This design comes from an exercise in tuning for small area, a short achievable clock period and few clock cycles per item on the open sky130 flow, not from production work.
Where RTL was checked, it was by simulation tests only, not by an equivalence proof against the original.

==> inputs of run a <==
==> flow/design.v (excerpt) <==
module otsu_threshold (
    input  wire        clk,
    input  wire        rst,         
    input  wire        in_valid,
    output wire        in_ready,
    input  wire [31:0] in_data,
    input  wire        in_last,     
    input  wire [1:0]  in_count,    
    output wire        out_valid,
    input  wire        out_ready,
    output wire [7:0]  out_level
);
Settings: LEC_CHECK=0, CAP_MARGIN=35, CORE_MARGIN=2, CORE_UTILIZATION=30, CTS_CLUSTER_DIAMETER=100, CTS_CLUSTER_SIZE=20, PLACE_DENSITY=0.45, SLEW_MARGIN=35; clock period 45.0 ns.
run.sh (not shown) runs the stock make flow with config.mk's settings and CLKGATE_MAP_FILE= SYNTH_SCRIPT=/design/flow/synth_recipe.tcl, a recipe that flattens the netlist after the stock synthesis.
==> run b: changes against run a <==
--- a/flow/design.v
+++ b/flow/design.v
@@ -16,18 +16,18 @@
     reg  [1:0]  w_cnt;
     reg         rdy;
     reg         rst_r;
     reg         scan;           
     reg         busy;           
     reg         ov;             
     reg  [7:0]  olvl;
     reg         fbusy;          
-    assign in_ready  = rdy;
-    assign out_valid = ov;
+    assign in_ready  = rdy_o;
+    assign out_valid = ov_o;
     assign out_level = olvl;
     wire        start_ok = ~busy & ~ov;
     wire        consume  = w_valid & ~scan & (~w_last | start_ok);
     wire        accept   = in_valid & rdy;
     wire        fin_last = consume & w_last;       
     wire [3:0]  lv;
     assign lv[0] = consume;
     assign lv[1] = consume & (~w_last | (w_cnt >= 2'd1));
@@ -60,16 +60,19 @@
     reg  [11:0] nps;            
     reg  [19:0] sums;
     wire [255:0]    nz;
     wire [256*11-1:0] binv;
     wire [255:0]    sel;
     wire [255:0]    cout;           
     wire [255:0]    bigv;
     reg  [15:0]     big_hi, big_lo;    
+    reg  [15:0]     cout_hi_r, cout_lo_r;  
+    wire [15:0]     eff_hi = big_hi | cout_hi_r;
+    wire [15:0]     eff_lo = big_lo | cout_lo_r;
     wire            rd_en;
     genvar gi;
     generate
         for (gi = 0; gi < 256; gi = gi + 1) begin : g_bin
             reg  [10:0] q;
             wire [3:0]  m = {hi3[gi >> 4] & lo3[gi & 15], hi2[gi >> 4] & lo2[gi & 15],
                              hi1[gi >> 4] & lo1[gi & 15], hi0[gi >> 4] & lo0[gi & 15]};
             wire        s0a = q[0] ^ m[0] ^ m[1];
@@ -88,17 +91,17 @@
             end
             assign cout[gi] = cy[11];
             always @(posedge clk) begin
                 if (rst_r | (rd_en & sel[gi]))
                     q <= 11'd0;
                 else
                     q <= {sh, s1, s0b};
             end
-            assign bigv[gi] = big_hi[gi >> 4] & big_lo[gi & 15];
+            assign bigv[gi] = eff_hi[gi >> 4] & eff_lo[gi & 15];
             assign nz[gi] = (|q) | bigv[gi];
             assign binv[gi*11 +: 11] = q;
         end
     endgenerate
     wire [15:0] cout_hi, cout_lo;
     generate
         for (gi = 0; gi < 16; gi = gi + 1) begin : g_cout
             assign cout_hi[gi] = |cout[gi*16 +: 16];
@@ -146,21 +149,21 @@
     always @(*) begin
         for (j = 0; j < 16; j = j + 1) begin
             gv = 11'd0;
             gx = 4'd0;
             gb = 1'b0;
             for (jj = 0; jj < 16; jj = jj + 1) begin
                 gv = gv | ({11{lsel[j*16+jj]}} & binv[(j*16+jj)*11 +: 11]);
                 gx = gx | ({4{lsel[j*16+jj]}} & jj[3:0]);
-                gb = gb | (lsel[j*16+jj] & big_lo[jj]);
+                gb = gb | (lsel[j*16+jj] & eff_lo[jj]);
             end
             gval[j*11 +: 11] = gv;
             gidx[j*4 +: 4]   = gx;
-            gbig[j]          = gb & big_hi[j];
+            gbig[j]          = gb & eff_hi[j];
         end
     end
     wire        any = |gnz;
     wire        any_rest = (|(gnz & gpre)) | (|(gsel & gmore));    
     reg  [10:0] rd_l;
     reg  [7:0]  rd_t;
     reg         rd_big;
     always @(*) begin
@@ -296,43 +299,41 @@
     reg  [69:0] ft;
     reg  [69:0] facc;
     wire [29:0] fa = a5;
     wire [21:0] fb = b5;
     wire [2:0]  fe = esh5 - 3'd3;   
     wire        fe_neg = fe[2];
     wire [1:0]  fe_mag = fe_neg ? (~fe[1:0] + 2'd1) : fe[1:0];
     wire [69:0] ft2    = {ft[68:0], 1'b0};
+    reg         rdy_o, ov_o;
+    wire        rdy_n = ~(accept | (w_valid & ~consume)) |
+                        (~(fin_last | (scan & ~(rd_en & ~any_rest))) & ~(accept ? in_last : w_last));
+    wire        ov_n  = fin_img | (ov & ~out_ready);
     always @(posedge clk) begin
         rst_r <= rst;
-        if (rst) begin
-            rdy <= 1'b0;
-            ov  <= 1'b0;
-        end else if (rst_r) begin
-            rdy <= 1'b1;
-            ov  <= 1'b0;
-        end else begin
-            rdy <= ~(accept | (w_valid & ~consume)) |
-                   (~(fin_last | (scan & ~(rd_en & ~any_rest))) & ~(accept ? in_last : w_last));
-            if (fin_img) begin
-                ov   <= 1'b1;
-                olvl <= fin_lvl;
-            end else if (ov & out_ready)
-                ov <= 1'b0;
-        end
+        rdy   <= rst | rst_r | rdy_n;
+        rdy_o <= ~rst & (rst_r | rdy_n);
+        ov    <= rst | (~rst_r & ov_n);
+        ov_o  <= ~rst & ~rst_r & ov_n;
+        if (~rst & ~rst_r & fin_img)
+            olvl <= fin_lvl;
     end
     always @(posedge clk) begin
         if (rst_r) begin
             w_valid <= 1'b0;
             w_last  <= 1'b0;
             scan    <= 1'b0;
             busy    <= 1'b0;
             fbusy   <= 1'b0;
             kv      <= 1'b0;
             big_hi  <= 16'd0;
+            big_lo  <= 16'd0;
+            cout_hi_r <= 16'd0;
+            cout_lo_r <= 16'd0;
             np      <= 12'd0;
             sum     <= 20'd0;
             v1 <= 1'b0; v2 <= 1'b0; v3 <= 1'b0; v4 <= 1'b0; v5 <= 1'b0;
             wb      <= 12'd0;
             dacc    <= 31'd0;
             bz      <= 2'b11;
             lvl0    <= 8'd0;
             lvl1    <= 8'd0;
@@ -341,21 +342,25 @@
             fph     <= 3'd0;
         end else begin
             if (accept) begin
                 w_data <= in_data;
                 w_last <= in_last;
                 w_cnt  <= in_count;
             end
             w_valid <= accept | (w_valid & ~consume);
-            if (cout_any) begin
-                big_hi <= cout_hi;
-                big_lo <= cout_lo;
-            end else if (rd_en & rd_big)
+            cout_hi_r <= cout_hi;
+            cout_lo_r <= cout_lo;
+            if (rd_en & rd_big) begin
                 big_hi <= 16'd0;
+                big_lo <= 16'd0;
+            end else if (|cout_hi_r) begin
+                big_hi <= cout_hi_r;
+                big_lo <= cout_lo_r;
+            end
             if (fin_last) begin
                 np   <= 12'd0;
                 sum  <= 20'd0;
                 nps  <= np + {9'd0, npix};
                 sums <= sum + {10'd0, psum};
                 scan <= 1'b1;
                 busy <= 1'b1;
             end else if (consume) begin
==> flow/flow/run.sh (new file) <==
#!/bin/bash
# The standard layout (standard.sh), with one change: the buffers that
# the flow puts on every input and output port are buf_4 cells rather than
# the flow's default pick (a slow delay buffer). Every port is still buffered.
# The flow's output goes to standard.log in this folder; ORFS's own logs stay
# under orfs/logs.
set -e
export BUFFER_PORTS_ARGS="-buffer_cell sky130_fd_sc_hd__buf_4"
bash standard.sh > standard.log 2>&1
==> flow/standard.sh (new file) <==
#!/bin/bash
# synth_recipe.tcl (not shown) runs the flow's synth.tcl, then flattens the netlist and writes it again
# the make line also repeats each setting of config.mk as NAME=value (left out here)
make -C /OpenROAD-flow-scripts/flow DESIGN_CONFIG=/design/flow/config.mk WORK_HOME=/design/flow/orfs CLKGATE_MAP_FILE= SYNTH_SCRIPT=/design/flow/synth_recipe.tcl "${@:-finish}"
removed: flow/run.sh
==> notes <==
Run b produced a clean layout. Run a completed, yet does not pass: antenna rules. In utilization, run b and run a hardly differ. In run a the hold slack is worse than in run b, by 0.024 ns. Of run b and run a, run a has the higher clock skew (gap 0.028 ns). Against run b, the non-clock buffer count of run a is lower by 3. Of run a and run b, run a has the higher clock-buffer cell count (gap 13). In design area, run b and run a hardly differ. Between run b and run a, the lower cell count is in run b (gap 0.95%, measured against run a). Between run b and run a, the lower global-route usage is in run a (gap 0.51 points). Sequential share of layout area: run a is lower than run b (0.15 points).
==> figures <==
                                                                                      run b                     run a
Outcome                                                            timing/DRC/antenna clean  finished with violations
Violated checks                                                                           -             antenna rules
Count of routing violations after the opening detailed-route iteration                21772                     22263
Multi-input gate share of the layout cell area                                        57.4%                     57.4%
Combined area of the multi-input logic cells                                      0.165 mm2                 0.165 mm2
CTS buffer count                                                                        267                       269
Max Fclk                                                                         0.0946 GHz                0.0867 GHz
Worst setup path endpoint                                                      out_level[1]                 out_valid
Vertical die dimension                                                               937 um                    936 um
Routed Antenna Nets                                                                       0                         1
Share of cell area taken by muxes after synthesis                                     2.98%                     2.88%
End point of the worst hold path                                            t3[0]$_DFFE_PP_           t3[4]$_DFFE_PP_
Layout filler cell count                                                              89101                     89379
Number of logic inverters in the finished layout                                       2473                      2487
Sequential cell area fraction in the yosys report                                     32.3%                     32.1%
Mean post-synth cell area                                                          9.72 um2                  9.58 um2
Worst setup slack after layout                                                     34.43 ns                  33.47 ns
Final area over synthesized area                                                     1.103x                    1.103x
Total routing resource utilization after global routing                               25.6%                     25.0%
Crit Reg-Reg Startpoint                                                 m3[1]$_SDFFCE_PP0P_           ov$_SDFFE_PP0P_
Die area                                                                          0.878 mm2                 0.877 mm2
Testbench counts of run b, summed over its fixed seeds: cycles 49,038, images 64.
Function not checked in run a: the RTL went through the layout flow alone.

* * *

==> job 5065: inputs <==
otsu_threshold, a different RTL version from the one above (not shown whole).
// otsu_threshold
module otsu_threshold (
    input  wire        clk,
    input  wire        rst,         
    input  wire        in_valid,
    output wire        in_ready,
    input  wire [31:0] in_data,
    input  wire        in_last,     
    input  wire [1:0]  in_count,    
    output wire        out_valid,
    input  wire        out_ready,
    output wire [7:0]  out_level
);
    reg         w_valid;        
    reg  [31:0] w_data;
    reg         w_last;
    reg  [1:0]  w_cnt;
    reg         rdy;
    reg         rst_r;
    reg         scan;           
    reg         busy;           
    reg         ov;             
    reg  [7:0]  olvl;
    reg         fbusy;          
    assign in_ready  = rdy_o;
    assign out_valid = ov_o;
    assign out_level = olvl;
    wire        start_ok = ~busy & ~ov;
    wire        consume  = w_valid & ~scan & (~w_last | start_ok);
    wire        accept   = in_valid & rdy;
    wire        fin_last = consume & w_last;       
    wire [3:0]  lv;
    assign lv[0] = consume;
    assign lv[1] = consume & (~w_last | (w_cnt >= 2'd1));
    assign lv[2] = consume & (~w_last | (w_cnt >= 2'd2));
    assign lv[3] = consume & (~w_last | (w_cnt == 2'd3));
    wire [7:0]  px0 = w_data[7:0];
    wire [7:0]  px1 = w_data[15:8];
    wire [7:0]  px2 = w_data[23:16];
    wire [7:0]  px3 = w_data[31:24];
    reg  [15:0] hi0, hi1, hi2, hi3, lo0, lo1, lo2, lo3;
    integer k;
    integer j;
    always @(*) begin
        for (k = 0; k < 16; k = k + 1) begin
  ...
export LEC_CHECK = 0
export CAP_MARGIN = 35
export CORE_MARGIN = 2
export CORE_UTILIZATION = 30
export CTS_CLUSTER_DIAMETER = 100
export CTS_CLUSTER_SIZE = 20
export PLACE_DENSITY = 0.45
export SLEW_MARGIN = 35
create_clock -name core_clock -period 45.0 [get_ports {clk}]
standard.sh (not shown) runs the stock make flow with config.mk's settings and CLKGATE_MAP_FILE= SYNTH_SCRIPT=/design/flow/synth_recipe.tcl, a recipe that flattens the netlist after the stock synthesis.
==> flow/flow/run.sh <==
#!/bin/bash
# The standard layout (standard.sh), with one change: the buffers that
# the flow puts on every input and output port are buf_4 cells rather than
# the flow's default pick (a slow delay buffer). Every port is still buffered.
# The flow's output goes to standard.log in this folder; ORFS's own logs stay
# under orfs/logs.
set -e
export BUFFER_PORTS_ARGS="-buffer_cell sky130_fd_sc_hd__buf_4"
bash standard.sh > standard.log 2>&1
==> job 2895 (differences from job 5065) <==
--- a/flow/design.v
+++ b/flow/design.v
@@ -17,16 +17,16 @@
     reg         rdy;
     reg         rst_r;
     reg         scan;           
     reg         busy;           
     reg         ov;             
     reg  [7:0]  olvl;
     reg         fbusy;          
-    assign in_ready  = rdy_o;
-    assign out_valid = ov_o;
+    assign in_ready  = rdy;
+    assign out_valid = ov;
     assign out_level = olvl;
     wire        start_ok = ~busy & ~ov;
     wire        consume  = w_valid & ~scan & (~w_last | start_ok);
     wire        accept   = in_valid & rdy;
     wire        fin_last = consume & w_last;       
     wire [3:0]  lv;
     assign lv[0] = consume;
@@ -60,16 +60,24 @@
     reg  [11:0] nps;            
     reg  [19:0] sums;
     wire [255:0]    nz;
     wire [256*11-1:0] binv;
     wire [255:0]    sel;
     wire [255:0]    cout;           
     wire [255:0]    bigv;
-    reg  [15:0]     big_hi, big_lo;    
+    reg             big_v;
+    reg  [7:0]      big_t;
+    wire [15:0]     big_hi, big_lo;
     wire            rd_en;
+    generate
+        for (gi = 0; gi < 16; gi = gi + 1) begin : g_bigdec
+            assign big_hi[gi] = big_v & (big_t[7:4] == gi);
+            assign big_lo[gi] = (big_t[3:0] == gi);
+        end
+    endgenerate
     genvar gi;
     generate
         for (gi = 0; gi < 256; gi = gi + 1) begin : g_bin
             reg  [10:0] q;
             wire [3:0]  m = {hi3[gi >> 4] & lo3[gi & 15], hi2[gi >> 4] & lo2[gi & 15],
                              hi1[gi >> 4] & lo1[gi & 15], hi0[gi >> 4] & lo0[gi & 15]};
             wire        s0a = q[0] ^ m[0] ^ m[1];
@@ -82,101 +90,66 @@
             wire [10:2] sh;
             assign cy[2] = c1;
             genvar gb;
             for (gb = 2; gb < 11; gb = gb + 1) begin : g_ha
                 assign sh[gb]   = q[gb] ^ cy[gb];
                 assign cy[gb+1] = q[gb] & cy[gb];
             end
-            assign cout[gi] = c1 & (&q[10:2]);    
+            assign cout[gi] = cy[11];
             always @(posedge clk) begin
                 if (rst_r | (rd_en & sel[gi]))
                     q <= 11'd0;
                 else
                     q <= {sh, s1, s0b};
             end
             assign bigv[gi] = big_hi[gi >> 4] & big_lo[gi & 15];
             assign nz[gi] = (|q) | bigv[gi];
             assign binv[gi*11 +: 11] = q;
         end
     endgenerate
-    wire [15:0] cout_hi, cout_lo;
-    generate
-        for (gi = 0; gi < 16; gi = gi + 1) begin : g_cout
-            assign cout_hi[gi] = |cout[gi*16 +: 16];
-            assign cout_lo[gi] = |{cout[240+gi], cout[224+gi], cout[208+gi], cout[192+gi],
-                                   cout[176+gi], cout[160+gi], cout[144+gi], cout[128+gi],
-                                   cout[112+gi], cout[96+gi],  cout[80+gi],  cout[64+gi],
-                                   cout[48+gi],  cout[32+gi],  cout[16+gi],  cout[gi]};
-        end
-    endgenerate
+    reg  [7:0]  cout_t;
+    always @(*) begin
+        cout_t = 8'd0;
+        for (j = 0; j < 256; j = j + 1)
+            cout_t = cout_t | ({8{cout[j]}} & j[7:0]);
+    end
     wire        cout_any = |cout;
     wire [15:0] gnz;
     wire [15:0] gpre;
-    wire [15:0] gsel;
-    wire [15:0] gmore;             
     wire [255:0] lpre;
-    wire [255:0] lsel;
-    reg  [16*11-1:0] gval;
-    reg  [16*4-1:0]  gidx;
-    reg  [15:0] gbig;
     generate
         for (gi = 0; gi < 16; gi = gi + 1) begin : g_grp
             assign gnz[gi] = |nz[gi*16 +: 16];
             if (gi == 0) begin : g0
                 assign gpre[gi] = 1'b0;
             end else begin : gn
                 assign gpre[gi] = |gnz[gi-1:0];
             end
-            assign gsel[gi] = gnz[gi] & ~gpre[gi];
-            assign gmore[gi] = |(nz[gi*16 +: 16] & lpre[gi*16 +: 16]);
         end
         for (gi = 0; gi < 256; gi = gi + 1) begin : g_sel
             if ((gi & 15) == 0) begin : l0
                 assign lpre[gi] = 1'b0;
             end else begin : ln
                 assign lpre[gi] = |nz[gi-1 : gi & ~15];
             end
-            assign lsel[gi] = nz[gi] & ~lpre[gi];
-            assign sel[gi]  = lsel[gi] & gsel[gi >> 4];
+            assign sel[gi] = nz[gi] & ~lpre[gi] & ~gpre[gi >> 4];
         end
     endgenerate
-    reg  [10:0] gv;
-    reg  [3:0]  gx;
-    reg         gb;
-    integer jj;
-    always @(*) begin
-        for (j = 0; j < 16; j = j + 1) begin
-            gv = 11'd0;
-            gx = 4'd0;
-            gb = 1'b0;
-            for (jj = 0; jj < 16; jj = jj + 1) begin
-                gv = gv | ({11{lsel[j*16+jj]}} & binv[(j*16+jj)*11 +: 11]);
-                gx = gx | ({4{lsel[j*16+jj]}} & jj[3:0]);
-                gb = gb | (lsel[j*16+jj] & big_lo[jj]);
-            end
-            gval[j*11 +: 11] = gv;
-            gidx[j*4 +: 4]   = gx;
-            gbig[j]          = gb & big_hi[j];
-        end
-    end
     wire        any = |gnz;
-    wire        any_rest = (|(gnz & gpre)) | (|(gsel & gmore));    
     reg  [10:0] rd_l;
     reg  [7:0]  rd_t;
-    reg         rd_big;
     always @(*) begin
-        rd_l   = 11'd0;
-        rd_t   = 8'd0;
-        rd_big = 1'b0;
-        for (j = 0; j < 16; j = j + 1) begin
-            rd_l   = rd_l | ({11{gsel[j]}} & gval[j*11 +: 11]);
-            rd_t   = rd_t | ({8{gsel[j]}} & {j[3:0], gidx[j*4 +: 4]});
-            rd_big = rd_big | (gsel[j] & gbig[j]);
+        rd_l = 11'd0;
+        rd_t = 8'd0;
+        for (j = 0; j < 256; j = j + 1) begin
+            rd_l = rd_l | ({11{sel[j]}} & binv[j*11 +: 11]);
+            rd_t = rd_t | ({8{sel[j]}} & j[7:0]);
         end
     end
+    wire        rd_big = |(sel & bigv);
     wire [11:0] rd_h = {rd_big, rd_l};
     reg         kv;
     reg  [11:0] kh;
     reg  [7:0]  kt;
     reg         v1;
     reg  [11:0] h1;
     reg  [7:0]  t1;
@@ -240,17 +213,16 @@
         for (j = 0; j < 22; j = j + 1)
             if (den3[j]) msb_n = j[4:0];
     end
     wire [29:0] a_norm = d3 << (5'd29 - m3);
     wire [21:0] b_norm = den3 << (5'd21 - msb_n);
     wire [29:0] sqp;
     otsu_mul_sq u_sq (.a(a_norm[29:8]), .p(sqp));
-    reg         mgp;            
-    reg         hsel;           
-    wire        mg_now = mgp;
+    wire        mg_now = v5 & ~c5 & ~mg5 & ~fbusy;
+    wire        hsel    = (lvl1 > lvl0);
     wire        s4     = mg_now ? ~hsel : st4;          
     wire        cz     = mg_now ? bz[hsel] : z4;
     wire [29:0] ca     = mg_now ? (hsel ? ba1 : ba0) : a4;
     wire [4:0]  cm     = mg_now ? (hsel ? bm1 : bm0) : m4;
     wire [21:0] cb     = mg_now ? (hsel ? bb1 : bb0) : b4;
     wire [4:0]  cn     = mg_now ? (hsel ? bn1 : bn0) : n4;
     wire [21:0] cq     = mg_now ? (hsel ? bq1 : bq0) : q4;
@@ -297,71 +269,75 @@
     reg  [69:0] facc;
     wire [29:0] fa = a5;
     wire [21:0] fb = b5;
     wire [2:0]  fe = esh5 - 3'd3;   
     wire        fe_neg = fe[2];
     wire [1:0]  fe_mag = fe_neg ? (~fe[1:0] + 2'd1) : fe[1:0];
     wire [69:0] ft2    = {ft[68:0], 1'b0};
-    reg         rdy_o, ov_o;
-    wire        rdy_n = ~(accept | (w_valid & ~consume)) |
-                        (~(fin_last | (scan & ~(rd_en & ~any_rest))) & ~(accept ? in_last : w_last));
-    wire        ov_n  = fin_img | (ov & ~out_ready);
     always @(posedge clk) begin
         rst_r <= rst;
-        rdy   <= rst | rst_r | rdy_n;
-        rdy_o <= ~rst & (rst_r | rdy_n);
-        ov    <= rst | (~rst_r & ov_n);
-        ov_o  <= ~rst & ~rst_r & ov_n;
-        if (~rst & ~rst_r & fin_img)
-            olvl <= fin_lvl;
+        if (rst) begin
+            rdy <= 1'b0;
+            ov  <= 1'b0;
+        end else if (rst_r) begin
+            rdy <= 1'b1;
+            ov  <= 1'b0;
+        end else begin
+            rdy <= ~(accept | (w_valid & ~consume)) |
+                   (~(fin_last | (scan & ~(rd_en & ~any))) & ~(accept ? in_last : w_last));
+            if (fin_img) begin
+                ov   <= 1'b1;
+                olvl <= fin_lvl;
+            end else if (ov & out_ready)
+                ov <= 1'b0;
+        end
     end
     always @(posedge clk) begin
         if (rst_r) begin
             w_valid <= 1'b0;
             w_last  <= 1'b0;
             scan    <= 1'b0;
             busy    <= 1'b0;
             fbusy   <= 1'b0;
             kv      <= 1'b0;
-            big_hi  <= 16'd0;
+            big_v   <= 1'b0;
             np      <= 12'd0;
             sum     <= 20'd0;
             v1 <= 1'b0; v2 <= 1'b0; v3 <= 1'b0; v4 <= 1'b0; v5 <= 1'b0;
             wb      <= 12'd0;
             dacc    <= 31'd0;
             bz      <= 2'b11;
             lvl0    <= 8'd0;
             lvl1    <= 8'd0;
             tog     <= 1'b0;
-            mgp     <= 1'b0;
             fph     <= 3'd0;
         end else begin
             if (accept) begin
                 w_data <= in_data;
                 w_last <= in_last;
                 w_cnt  <= in_count;
             end
             w_valid <= accept | (w_valid & ~consume);
             if (cout_any) begin
-                big_hi <= cout_hi;
-                big_lo <= cout_lo;
+                big_v <= 1'b1;
+                big_t <= cout_t;
             end else if (rd_en & rd_big)
-                big_hi <= 16'd0;
+                big_v <= 1'b0;
             if (fin_last) begin
                 np   <= 12'd0;
                 sum  <= 20'd0;
                 nps  <= np + {9'd0, npix};
                 sums <= sum + {10'd0, psum};
                 scan <= 1'b1;
                 busy <= 1'b1;
             end else if (consume) begin
                 np   <= np + {9'd0, npix};
                 sum  <= sum + {10'd0, psum};
             end
-            if (rd_en & ~any_rest)
+            if (rd_en & ~any)
                 scan <= 1'b0;
             if (adv) begin
                 v1 <= kv | rd_v;
                 h1 <= kv ? kh : rd_h;
                 t1 <= kv ? kt : rd_t;
                 kv <= 1'b0;
                 v2 <= v1;
@@ -420,16 +396,14 @@
                 bz[st5] <= z5;
                 if (st5) begin
                     ba1 <= a5; bm1 <= m5; bb1 <= b5; bn1 <= n5; bq1 <= q5; lvl1 <= lv5;
                 end else begin
                     ba0 <= a5; bm0 <= m5; bb0 <= b5; bn0 <= n5; bq0 <= q5; lvl0 <= lv5;
                 end
             end
-            hsel <= (lvl1 > lvl0);
-            mgp  <= v5 & ~c5 & ~mg5 & ~fbusy;
             if (cand & unsure) begin
                 fbusy <= 1'b1;
                 fph   <= 3'd1;
             end
             if (fin_img) begin
                 busy <= 1'b0;
                 bz   <= 2'b11;
==> flow/flow/run.sh (replaced) <==
#!/bin/bash
set -e
export BUFFER_PORTS_ARGS="-buffer_cell sky130_fd_sc_hd__buf_4"
bash standard.sh > standard.log 2>&1
==> flow/config.mk (replaced) <==
export PLATFORM = sky130hd
export DESIGN_NAME = otsu_threshold
export DESIGN_NICKNAME = otsu_threshold
export VERILOG_FILES = /design/flow/design.v
export SDC_FILE = /design/flow/constraint.sdc
export NUM_CORES = 8
export LEC_CHECK = 0
export CAP_MARGIN = 20
export CORE_MARGIN = 2
export CORE_UTILIZATION = 30
export PLACE_DENSITY = 0.45
export SLEW_MARGIN = 20
==> qor summary <==
Status: job 5065 failed layout checks; job 2895 failed layout checks
Reasons for failing layout checks: job 5065 antenna violations; job 2895 max-capacitance violations, max-slew violations
GR Util All Layers: job 5065 25.9%; job 2895 41.2%
Instance count after placement with tap cells included: job 5065 39900; job 2895 38200
Multi-input combinational area share: job 5065 58.0%; job 2895 55.0%
Cell area after placement: job 5065 0.284 mm2; job 2895 0.282 mm2
Required time worst endpoint: job 5065 36.00 ns; job 2895 45.92 ns
Routed vias: job 5065 225000; job 2895 240000
Timing-limited maximum frequency: job 5065 94.8 MHz; job 2895 86.2 MHz
Clock Skew: job 5065 0.116 ns; job 2895 0.197 ns
Number of global-route vias before repair: job 5065 216000; job 2895 221000
CP Capture Point: job 5065 out_level[1]; job 2895 h1[10]$_DFFE_PP_
Worst-case reg-to-reg path depth: job 5065 25; job 2895 21
Net count of the finished layout: job 5065 33100; job 2895 32000
Detailed Place HPWL: job 5065 908000 um; job 2895 1520000 um
Testbench counts of job 5065, summed over its fixed seeds: cycles 49,038, images 64.

re-timing with driven ports:
The results above use ideal ports. As a check the final layouts listed here were re-extracted and re-timed, cells and wires unchanged.
Step 1: set_driving_cell puts a clkbuf_16 on clk and a buf_2 on each other input, an assumption about the parent block.
Step 2 moves the port delays by t, midway between the first and last clock arrival at a register: inputs arrive t later, outputs are due t later. That takes back most of the time a late clock gives input paths.
a / b / c = ideal ports / drivers / drivers and shift; a / b = the first two.
run	shift t [ns]	slack for setup (ns)	worst slew at a driven data input, ns	pins driven straight from the clock port
run a	1.181	33.470 / 33.322 / 33.722	0.04	1
run b	1.199	34.433 / 34.292 / 33.923	0.04	1
job 5065	1.187	34.454 / 34.308 / 33.992	0.04	1
job 2895	1.294	33.398 / 33.398 / 33.398	0.08	1
For run b, which loses most, drivers alone change the setup slack by -0.141 ns; drivers and shift together by -0.510 ns.
